This design comes from an exercise in tuning for small area, a short achievable clock period and few clock cycles on the open sky130 flow, not from production work.
At most, simulation tests tie the RTL to the original design; equivalence was not proved.

## mx_frame_tx
module mx_frame_tx (
    input  wire       clk,
    input  wire       rst,
    input  wire       cmd_valid,
    output wire       cmd_ready,
    input  wire [7:0] cmd_len,
    input  wire       in_valid,
    output wire       in_ready,
    input  wire [7:0] in_data,
    output reg        w_valid,
    input  wire       w_ready,
    output reg  [7:0] w_data,
    output reg        w_last,
    output reg        rej
);
For scale: about 140 flip-flops, roughly 10,000 sq um of cells after synthesis.
==> flow/config.mk <==
export PLATFORM = sky130hd
export DESIGN_NAME = mx_frame_tx
export DESIGN_NICKNAME = mx_frame_tx
export VERILOG_FILES = /design/flow/design.v
export SDC_FILE = /design/flow/constraint.sdc
export NUM_CORES = 4
export LEC_CHECK = 0
export CAP_MARGIN = 20
export CORE_MARGIN = 2
export CORE_UTILIZATION = 60
export CTS_BUF_LIST = sky130_fd_sc_hd__clkbuf_8
export CTS_CLUSTER_SIZE = 40
export SETUP_SLACK_MARGIN = 5
export SLEW_MARGIN = 20
==> flow/constraint.sdc <==
create_clock -name core_clock -period 10.0 [get_ports {clk}]
set_input_delay 2.0000 -clock core_clock [delete_from_list [all_inputs] [get_ports {clk}]]
set_output_delay 2.0000 -clock core_clock [all_outputs]
set_load 0.01 [all_outputs]
standard.sh (not shown) runs the stock make flow with config.mk's settings and CLKGATE_MAP_FILE= SYNTH_SCRIPT=/design/flow/synth_recipe.tcl, a recipe that flattens the netlist after the stock synthesis.
==> flow/flow/run.sh <==
#!/bin/bash
bash standard.sh SETUP_SLACK_MARGIN=6 "BUFFER_PORTS_ARGS=-buffer_cell sky130_fd_sc_hd__buf_2" finish > standard.log 2>&1
Testbench counts at the start, summed over its fixed seeds: cycles 23,720.
Next try:
--- a/flow/design.v
+++ b/flow/design.v
@@ -90,77 +90,77 @@
             6'd63: b64_sym = 8'h2F;
             default: b64_sym = 8'h2F;
             endcase
         end
     endfunction
     function is_sent;
         input [7:0] b;
         begin
             is_sent = (b == SENT_END) || (b == SENT_BEGIN) || (b == SENT_ENC);
         end
     endfunction
     reg  [7:0]  rem;      
-    reg         lfirst;   
+    reg  [4:0]  sn;       
     reg         pend;     
     reg         lact;     
     reg  [2:0]  lplen;    
     reg  [2:0]  lidx;     
     reg  [7:0]  lhdr;     
     reg  [7:0]  q [0:M-1];
     reg  [M-1:0] qt;      
     wire lfull = lact && (lidx == lplen);
     wire take;            
     wire lstart = pend && (!lact || take);
     assign cmd_ready = !pend && !(lact && !lfull);
     assign in_ready  = lact && (lidx != lplen) && !qt[M-1];
     wire       rem_le5 = (rem <= 8'd5);
     wire [2:0] rem_p   = rem_le5 ? rem[2:0] : 3'd5;
     wire       wr      = in_valid && in_ready;
     always @(posedge clk) begin
         if (rst) begin
             rem   <= 8'd0;
-            lfirst <= 1'b1;
+            sn    <= 5'd0;
             pend  <= 1'b0;
             lact  <= 1'b0;
             lplen <= 3'd0;
             lidx  <= 3'd0;
             rej   <= 1'b0;
         end else begin
             rej <= 1'b0;
             if (cmd_valid && cmd_ready) begin
                 if (cmd_len > MAXF) begin
                     rej <= 1'b1;
                 end else begin
                     rem  <= cmd_len;
                     pend <= 1'b1;
                 end
             end
             if (lstart) begin
                 lact  <= 1'b1;
                 lplen <= rem_p;
                 lidx  <= 3'd0;
                 rem   <= rem - {5'd0, rem_p};
-                lfirst <= rem_le5;
+                sn    <= rem_le5 ? 5'd0 : sn + 5'd1;
                 pend  <= !rem_le5;
             end else begin
                 if (take)
                     lact <= 1'b0;
                 if (wr)
                     lidx <= lidx + 3'd1;
             end
         end
     end
     always @(posedge clk) begin
         if (lstart)
-            lhdr <= {rem_le5, lfirst, 1'b0, lfirst ? 5'd0 : lhdr[4:0] + 5'd1};
+            lhdr <= {rem_le5, sn == 5'd0, 1'b0, sn};
         else if (wr && is_sent(in_data))
             lhdr[5] <= 1'b1;
     end
     reg         eact;     
     reg         ebin;     
     reg         efe;      
     reg  [3:0]  cnt;      
     reg  [7:0]  sbr;      
     reg  [31:0] hf;       
     reg  [1:0]  ph;       
     reg  [5:0]  lo;       
     reg         eq;       
Outcome:
- via count is higher by 2.4%
- worst setup slack got worse by 0.10 ns
- global-route usage drops by 0.68 points
- hold slack gains 0.013 ns
- wire length is higher by 0.91%
- utilization rises by 1.2 points
- clock skew rises by 0.0041 ns
- synthesized area came out higher by 1.1%
- sequential cell count increases by 4
- non-clock buffer count rises by 11
- die area came out higher by 1.1%
Only the layout flow was run in the second run of this note; the RTL was not checked for function there.

## afterwards: timing with drivers on the ports
The flow's constraints put no driver on any port. The routed layouts listed below were extracted and timed again, unchanged, in two steps.
Step 1 sets driving cells, clkbuf_16 on the clock port and buf_2 on the other inputs (assumed; they add their load-dependent delay and slew).
Step 2, shift: input delay + t, output delay - t, t = (earliest + latest rising clock arrival at the registers) / 2. This alone moves slack from input paths to output paths.
Three values: no drivers, after step 1, after step 2; two values: the first two.
| run | t, ns | slack for setup (ns) | worst setup path at the end | pins driven straight from the clock port |
|---|---|---|---|---|
| the first run | 0.499 | 5.989 / 5.989 / 5.650 | input to register | 1 |
| the second run | 0.483 | 5.884 / 5.884 / 5.677 | input to register | 1 |
After both steps setup and hold are still met in every run listed. For the first run, which loses most, drivers alone change the setup slack by 0.000 ns; drivers and shift together by -0.339 ns.
